Context: an optimization exercise on an open-source flow, tuned for small area and a short achievable clock period. The choices shown serve that exercise and are no tape-out recipe. The RTL of this run was laid out without a check of its function. Power is estimated from default activity; no workload was simulated.

[flow/config.mk]
export PLATFORM = sky130hd
export DESIGN_NAME = pte_rx
export DESIGN_NICKNAME = pte_rx
export VERILOG_FILES = /design/flow/design.v
export SDC_FILE = /design/flow/constraint.sdc
export NUM_CORES = 4
export LEC_CHECK = 0
export CAP_MARGIN = 20
export CORE_MARGIN = 2
export CORE_UTILIZATION = 40
export SLEW_MARGIN = 20
[flow/constraint.sdc]
create_clock -name core_clock -period 5.0 [get_ports {clk}]
set_input_delay 1.0000 -clock core_clock [delete_from_list [all_inputs] [get_ports {clk}]]
set_output_delay 1.0000 -clock core_clock [all_outputs]
set_load 0.01 [all_outputs]
[flow/design.v]
module pte_crc8_rom (
    input  wire [7:0] idx,
    output wire [7:0] val
);
  assign val[0] = idx[0] ^ idx[6] ^ idx[7];
  assign val[1] = idx[0] ^ idx[1] ^ idx[6];
  assign val[2] = idx[0] ^ idx[1] ^ idx[2] ^ idx[6];
  assign val[3] = idx[1] ^ idx[2] ^ idx[3] ^ idx[7];
  assign val[4] = idx[2] ^ idx[3] ^ idx[4];
  assign val[5] = idx[3] ^ idx[4] ^ idx[5];
  assign val[6] = idx[4] ^ idx[5] ^ idx[6];
  assign val[7] = idx[5] ^ idx[6] ^ idx[7];
endmodule
module pte_rx (
    input  wire        clk,
    input  wire        rst,             
    input  wire        in_valid,
    input  wire [7:0]  in_byte,
    output reg         res_valid,
    output wire [7:0]  res_code,        
    output wire [15:0] res_data_len,    
    output wire [7:0]  res_opt_len,     
    output wire [2:0]  res_addr_ctl,    
    output wire        res_ext_hdr_valid,
    output wire [7:0]  res_ext_hdr,
    output wire [47:0] res_orig,        
    output wire        res_dest_valid,
    output wire [31:0] res_dest,        
    output wire [1:0]  res_kind,        
    output wire [31:0] res_data,        
    output wire [7:0]  res_subtel,      
    output wire [15:0] res_rssi_dbm     
);
  localparam [7:0] SYNC      = 8'h55;
  localparam [7:0] PT_RADIO  = 8'h0A;
  localparam [2:0] A_WAIT = 3'd0;    
  localparam [2:0] A_LH   = 3'd1;    
  localparam [2:0] A_LL   = 3'd2;    
  localparam [2:0] A_OL   = 3'd3;    
  localparam [2:0] A_PT   = 3'd4;    
  localparam [2:0] A_HC   = 3'd5;    
  localparam [2:0] A_BODY = 3'd6;    
  reg  [2:0]  ast;
  reg  [15:0] data_len;
  reg  [7:0]  opt_len;
  reg  [15:0] cnt;            
  reg  [7:0]  crc;            
  reg         hdr_bad;
  reg         pkt_bad;
  localparam [3:0] P_HDR  = 4'd0;
  localparam [3:0] P_EXTH = 4'd1;
  localparam [3:0] P_EXTK = 4'd2;
  localparam [3:0] P_ORIG = 4'd3;
  localparam [3:0] P_DEST = 4'd4;
  localparam [3:0] P_DATA = 4'd5;
  localparam [3:0] P_DCRC = 4'd6;
  localparam [3:0] P_SUB  = 4'd7;
  localparam [3:0] P_SIG  = 4'd8;
  localparam [3:0] P_DONE = 4'd9;    
  localparam [3:0] P_E23  = 4'd10;   
  reg  [3:0]  pst;
  reg  [2:0]  fcnt;           
  reg  [2:0]  addr_ctl;
  reg         ext_flag;
  reg  [3:0]  kind_sel;
  reg         dest_valid;
  reg  [7:0]  ext_hdr;
  reg  [47:0] orig;
  reg  [31:0] dest;
  reg  [31:0] data;
  reg  [7:0]  subtel;
  reg  [7:0]  rssi_lo;        
  reg         rssi_neg;       
  reg  [7:0]  dcrc;           
  reg  [5:0]  code;           
  wire [7:0]  crc_next;
  wire [7:0]  dcrc_next;
  pte_crc8_rom u_crc  (.idx(crc  ^ in_byte), .val(crc_next));
  pte_crc8_rom u_dcrc (.idx(dcrc ^ in_byte), .val(dcrc_next));
  wire [16:0] s_len     = {1'b0, data_len} + {9'd0, opt_len};
  wire        oversize  = s_len > 17'd65528;           
  wire        in_body   = in_valid && (ast == A_BODY);
  wire        cnt_zero  = (cnt == 16'd0);
  wire        last_byte = in_body && cnt_zero;
  wire        s_byte    = in_body && !cnt_zero;
  wire        discard   = (ast == A_WAIT) || ((ast == A_PT) && oversize);
  wire [2:0]  orig_last = (addr_ctl == 3'b000) ? 3'd2 :
                          (addr_ctl == 3'b011) ? 3'd5 : 3'd3;
  wire [2:0]  data_last = (kind_sel == 4'd2) ? 3'd3 : 3'd0;
  wire        kind_bad  = (kind_sel > 4'd2);
  wire        dl_short  = (data_len <= 16'd6);
  reg  [5:0]  code_next;
  always @(*) begin
    if (hdr_bad)                               code_next = 6'h12;
    else if (pkt_bad)                          code_next = 6'h13;
    else if (dl_short)                         code_next = 6'h20;
    else if (addr_ctl[2])                      code_next = 6'h21;
    else if ((pst == P_DONE) && kind_bad)      code_next = 6'h22;
    else if (pst == P_E23)                     code_next = 6'h23;
    else if (pst != P_DONE)                    code_next = 6'h25;
    else if (crc != in_byte)                   code_next = 6'h24;
    else                                       code_next = 6'h00;
  end
  assign res_code = {2'b00, code};
  always @(posedge clk) begin
    if (rst)
      ast <= A_WAIT;
    else if (in_valid) begin
      case (ast)
        A_WAIT: if (in_byte == SYNC) ast <= A_LH;
        A_LH:   ast <= A_LL;
        A_LL:   ast <= A_OL;
        A_OL:   ast <= A_PT;
        A_PT: begin
          if (!oversize)
            ast <= A_HC;
          else if (in_byte == SYNC)        
            ast <= A_LH;                   
          else
            ast <= A_WAIT;
        end
        A_HC:   ast <= A_BODY;
        A_BODY: if (cnt_zero) ast <= A_WAIT;
        default: ast <= A_WAIT;
      endcase
    end
  end
  always @(posedge clk) begin
    if (discard)
      crc <= 8'd0;
    else if (in_valid)
      crc <= crc_next;
  end
  always @(posedge clk) begin
    if (in_valid) begin
      if (ast == A_LH) data_len[15:8] <= in_byte;
      if (ast == A_LL) data_len[7:0]  <= in_byte;
      if (ast == A_OL) opt_len        <= in_byte;
      if (ast == A_PT) begin
        pkt_bad <= (in_byte != PT_RADIO);
        cnt     <= s_len[15:0];
      end
      if (ast == A_HC) hdr_bad <= (crc != in_byte);
      if (s_byte)      cnt     <= cnt - 16'd1;
      if (last_byte)   code    <= code_next;
    end
  end
  always @(posedge clk) begin
    if (rst) res_valid <= 1'b0;
    else     res_valid <= last_byte;
  end
  always @(posedge clk) begin
    if (in_valid && ast == A_HC) begin
      pst  <= P_HDR;
    end else if (s_byte) begin
      case (pst)
        P_HDR: begin
          addr_ctl   <= in_byte[7:5];
          ext_flag   <= in_byte[4];
          kind_sel   <= in_byte[3:0];
          dest_valid <= (in_byte[7:5] == 3'b010);
          orig       <= 48'd0;
          data       <= 32'd0;
          dcrc       <= 8'd0;
          fcnt       <= 3'd0;
          if (in_byte[4])
            pst <= P_EXTH;
          else if (in_byte[3:0] == 4'hF)
            pst <= P_EXTK;
          else
            pst <= P_ORIG;
        end
        P_EXTH: begin
          ext_hdr <= in_byte;
          pst     <= (kind_sel == 4'hF) ? P_EXTK : P_ORIG;
        end
        P_EXTK: pst <= P_ORIG;
        P_ORIG: begin
          orig <= {orig[39:0], in_byte};
          if (fcnt == orig_last) begin
            fcnt <= 3'd0;
            pst  <= dest_valid ? P_DEST : kind_bad ? P_DONE : P_DATA;
          end else
            fcnt <= fcnt + 3'd1;
        end
        P_DEST: begin
          dest <= {dest[23:0], in_byte};
          if (fcnt == 3'd3) begin
            fcnt <= 3'd0;
            pst  <= kind_bad ? P_DONE : P_DATA;
          end else
            fcnt <= fcnt + 3'd1;
        end
        P_DATA: begin
          data <= {data[23:0], in_byte};
          dcrc <= dcrc_next;
          if (fcnt == data_last)
            pst <= P_DCRC;
          else
            fcnt <= fcnt + 3'd1;
        end
        P_DCRC: pst <= (dcrc != in_byte) ? P_E23 : P_SUB;
        P_SUB: begin
          subtel <= in_byte;
          pst    <= P_SIG;
        end
        P_SIG: begin
          rssi_lo  <= 8'd0 - in_byte;
          rssi_neg <= (in_byte != 8'd0);
          pst      <= P_DONE;
        end
        default: ;
      endcase
    end
  end
  assign res_data_len      = data_len;
  assign res_opt_len       = opt_len;
  assign res_addr_ctl      = addr_ctl;
  assign res_ext_hdr_valid = ext_flag;
  assign res_ext_hdr       = ext_hdr;
  assign res_orig          = orig;
  assign res_dest_valid    = dest_valid;
  assign res_dest          = dest;
  assign res_kind          = kind_sel[1:0];
  assign res_data          = data;
  assign res_subtel        = subtel;
  assign res_rssi_dbm      = {{8{rssi_neg}}, rssi_lo};
endmodule
[flow/run.sh]
#!/bin/bash
# synth_recipe.tcl (not shown) runs the flow's synth.tcl, then flattens the netlist and writes it again
# the make line also repeats each setting of config.mk as NAME=value (left out here)
make -C /OpenROAD-flow-scripts/flow DESIGN_CONFIG=/design/flow/config.mk WORK_HOME=/design/flow/orfs CLKGATE_MAP_FILE= SYNTH_SCRIPT=/design/flow/synth_recipe.tcl finish
==> results.txt <==
==> metrics by stage <==
| stage | std cells | hold WS, ns | power [mW] | utilization (%) | area [µm²] |
|---|---|---|---|---|---|
| after floorplan | 769 | 0.499 | 2.18 | - | 10000 |
| after global placement | 1252 | 0.428 | 2.24 | 50.1 | 12300 |
| after detailed placement | 1252 | 0.432 | 2.24 | 50.1 | 12300 |
| after CTS | 1296 | 0.446 | 4.15 | 53.6 | 13100 |
| after global routing | 1296 | 0.452 | 4.24 | 53.6 | 13100 |
| final | 1296 | 0.444 | 4.11 | 53.6 | 13100 |
==> registers in the layout (all words and copies together) (netlist names), 3 cells and up <==
| register | cells |
|---|---|
| fcnt | 3 |
| data_len | 16 |
| pst | 4 |
| ext_hdr | 8 |
| addr_ctl | 3 |
| dest | 32 |
| data | 32 |
| cnt | 16 |
| orig | 48 |
| kind_sel | 4 |
| crc | 8 |
| code | 5 |
| subtel | 8 |
| opt_len | 8 |
| dcrc | 8 |
| ast | 3 |
| rssi_lo | 8 |
==> kinds of logic (layout without fill, tap and decap cells) <==
kind of cell	count (synthesis)	count (layout)
AO/OA/AOI/OAI	96	96
XOR/XNOR	77	77
flip-flops	220	220
adder cells (fa/ha/maj)	24	24
multiplexers	5	5
other	1	3
AND/OR/NAND/NOR	279	279
buffers and inverters	65	268
==> worst reg2reg max path, cell delays in order, from the launching register on <==
cell	delay, ns
edfxtp_1	0.44
ha_1	0.27
fa_1	0.44
a211oi_2	0.37
o21ai_0	0.17
xor2_1	0.29
o2111ai_1	0.21
nor4b_4	0.43
a31o_4	0.32
nor2_2	0.06
==> cell type report <==
cell class / instances / area [µm²] / area share (%)
Tap cell: 324 / 405 / 3.09
Multi-Input combinational cell: 484 / 3310 / 25.2
Timing Repair Buffer: 208 / 2040 / 15.6
Clock inverter: 10 / 174 / 1.33
Inverter: 16 / 60.1 / 0.458
Clock buffer: 34 / 679 / 5.18
Sequential cell: 220 / 6450 / 49.2
==> how the worst max path moves through the flow <==
stage / slack (ns) / endpoint / cells past startpoint
final: 1.76 / kind_sel[0] / 6
after global routing: 1.60 / kind_sel[1] / 6
after CTS: 1.74 / ext_flag / 6
after detailed placement: 1.26 / kind_sel[1] / 6
after global placement: 1.30 / orig[46] / 7
after floorplan: 0.43 / dest[0] / 6
==> placed cells by master, fill, tap and decap left out, types with 11 or more instances in the layout <==
cell type	instances
xnor2_1	46
buf_4	17
a21oi_1	21
o21ai_0	15
inv_1	15
nor2_1	53
nand2_1	37
nor4_1	11
nand3_1	12
clkbuf_16	25
ha_1	23
xor2_1	31
edfxtp_1	204
and3_1	36
and2_1	46
clkdlybuf4s50_1	191
dfxtp_1	16
nor3_1	25
==> routing by layer <==
metal | track usage [%] | routed length, µm | part of all wire [%] | vias to the layer above
met5 | 0 | 0 | 0 | -
met4 | 4.75 | 462 | 1.9 | 0
met3 | 2.35 | 1040 | 4.2 | 30
met2 | 30.2 | 12200 | 50 | 166
met1 | 25.3 | 10800 | 44 | 3158
li1 | - | - | - | 3172
==> power groups by stage <==
stage                     logic, mW  registers, mW  clock network (mW)
after detailed placement      0.184           2.06                   0
final                         0.185           2.02                1.91
after CTS                     0.186           2.02                1.95
after global placement        0.186           2.06                   0
after global routing          0.205           2.02                2.02
after floorplan               0.147           2.04                   0
==> results_dict.tcl <==
set metrics [dict create \
    synthXorXnorAreaFrac_pct 6.74 \
    synthTopCellsByArea "edfxtp_1 61%, xnor2_1 4.0%, dfxtp_1 3.2%" \
    synth_compound_area_share_pct 6.74 \
    cp_top_family "simple AND/OR/NAND/NOR gates" \
    required_ns 5.14 \
    gp_congestion 0.825 \
    holdCritPathClass "register to register" \
    yosys.cell_count.top_type "edfxtp_1" \
    die_x_um 162 \
    cts_root_buf "clkbuf_16" \
    power.leakage_nw 4.51 \
    r2r.worst_path.cells 9 \
    top_level_ports 195 \
    synthArstFlopShare_pct 0 \
    synth-edff-count 204 \
    start_util_pct 40.9 \
    crit_start "in_valid" \
    worst-path-buf-inv 2 \
    grt_start_max_net_pins 49 \
    start_kind "input pin" \
    maxCapViolCount 0 \
    setup_violations 0 \
    cts_made_buffers 24 \
    tightest_slew_ns 0.947 \
    synth_cell_types 73 \
    cts_resized 0 \
    worstPathMaxFanout 15 \
    syn_area_um2 10000 \
    min_to "dest[18]" \
    htreeDepth 1 \
    timing.rr.end "crc[2]" \
    die_h_um 162 \
    grt_setup_unrepaired "no" \
    crit_path_end_kind "register" \
    grt_first_pass_wirelength_um 36800 \
    yosys_register_bits 220 \
    cp_slowest_cell "nor4_2" \
    drive_above_1_share_pct 9.16 \
    pwr-share-comb_pct 4.5 \
    intPower_mw 3.27 \
    antenna_found_initial 0 \
    post-route-period-util_pct 64.8 \
    nFillCells 2062 \
    clk_pin_slew_ns 0.06 \
    cts_buffer_depth 3 \
    clk_latency_ns 0.52 \
    drv_slew 0 \
    synthCells 767 \
    fmax_mhz 308 \
    cts_tree "built" \
    placementRows 57 \
    syn2layout_area_growth_pct 31.1 \
    wirelength_um 24500 \
    post_synth.cell_area_avg_um2 13.0 \
    worst_slack_ns 1.76 \
    yosys_warnings 1 \
    finalSetupTns_ns 0 \
    post_cts_buffers 0 \
    synthAdderAreaFrac_pct 3.08 \
    port_buffers 191 \
    timing.slew.headroom_pct 36.3 \
    switching_share_pct 20.6 \
    ff2ff_setup_slack_ns 1.88 \
    worstSetupPathType "input pin to register" \
    finalCriticalPeriod_ns 3.24 \
    drt-vias-per-instance 5.04 \
    irDropWorstVdd_uv 197 \
    arrival_ns 3.38 \
    numClockSinks 220 \
    yosys-top-cells-count "204 x edfxtp_1, 53 x nor2_1, 46 x and2_1, 46 x xnor2_1, 37 x nand2_1" \
    nNetsFinal 989 \
    hold_viol_final 0 \
    skew_ns 0.0104 \
    synthSimpleGateAreaFrac_pct 15.3 \
    die_area_um2 26300 \
    whs_path_depth 0 \
    status "timing/DRC/antenna clean" \
    vias 6526 \
    cp_cell_sequence "clkdlybuf4s50_1 > buf_4 > nand2_1 > or2_2 > nand2b_1 > nor4_2" \
    num_antenna_cells 0 \
    synth_top_family_by_area "simple AND/OR/NAND/NOR gates" \
    cpPeakStageDelay_ns 0.87 \
    first_pass_iters 4 \
    hold_start "dest[10]" \
    grt_pass1_vias 6198 \
    cts_hold_buffers 0 \
    synth.area.mux_share_pct 0.513 \
    drt_iter0_drc 385 \
    track_usage_pct 18.1 \
    drc 0 \
    post-dp-hpwl_um 17000 \
    p_clk_share_pct 46.4 \
    reg2reg_from "data_len[0]" \
    antenna_left 0 \
    seq_area_frac_synth_pct 64.4 \
    dp_slack_ns 1.26 \
    yosysTopAreaCell "edfxtp_1" \
    p_per_area_nw_per_um2 314 \
    grt-ovfl-total 0 \
    synth_top_area_share_pct 61.2 \
    power.switching_mw 0.845 \
    synthFlopType "edfxtp_1" \
    wire_per_inst_um 18.9 \
    seqPwrFrac_pct 49.1 \
    coreArea_um2 24500 \
]

[separate check: timing with driven ports]
In the flow no input, the clock included, has a driving cell. The finished layout below was timed again as built, in two steps. Step 1 assumes that a clkbuf_16 drives the clock port and a buf_2 every other input. Step 2 times the ports against the registers' clock, not the clock port: input delays grow and output delays shrink by t, the midpoint of the rising clock arrivals with the driver on. Three values: ideal ports, drivers, drivers and shift; two values: the first two.
t, ns: 0.557
setup WS [ns]: 1.758 / 1.782 / 1.225
latest minus earliest clock arrival (ns): 0.012 / 0.012
After both steps this run still meets setup and hold. The setup slack of this run moves by +0.024 ns with the drivers and by -0.533 ns with both steps.
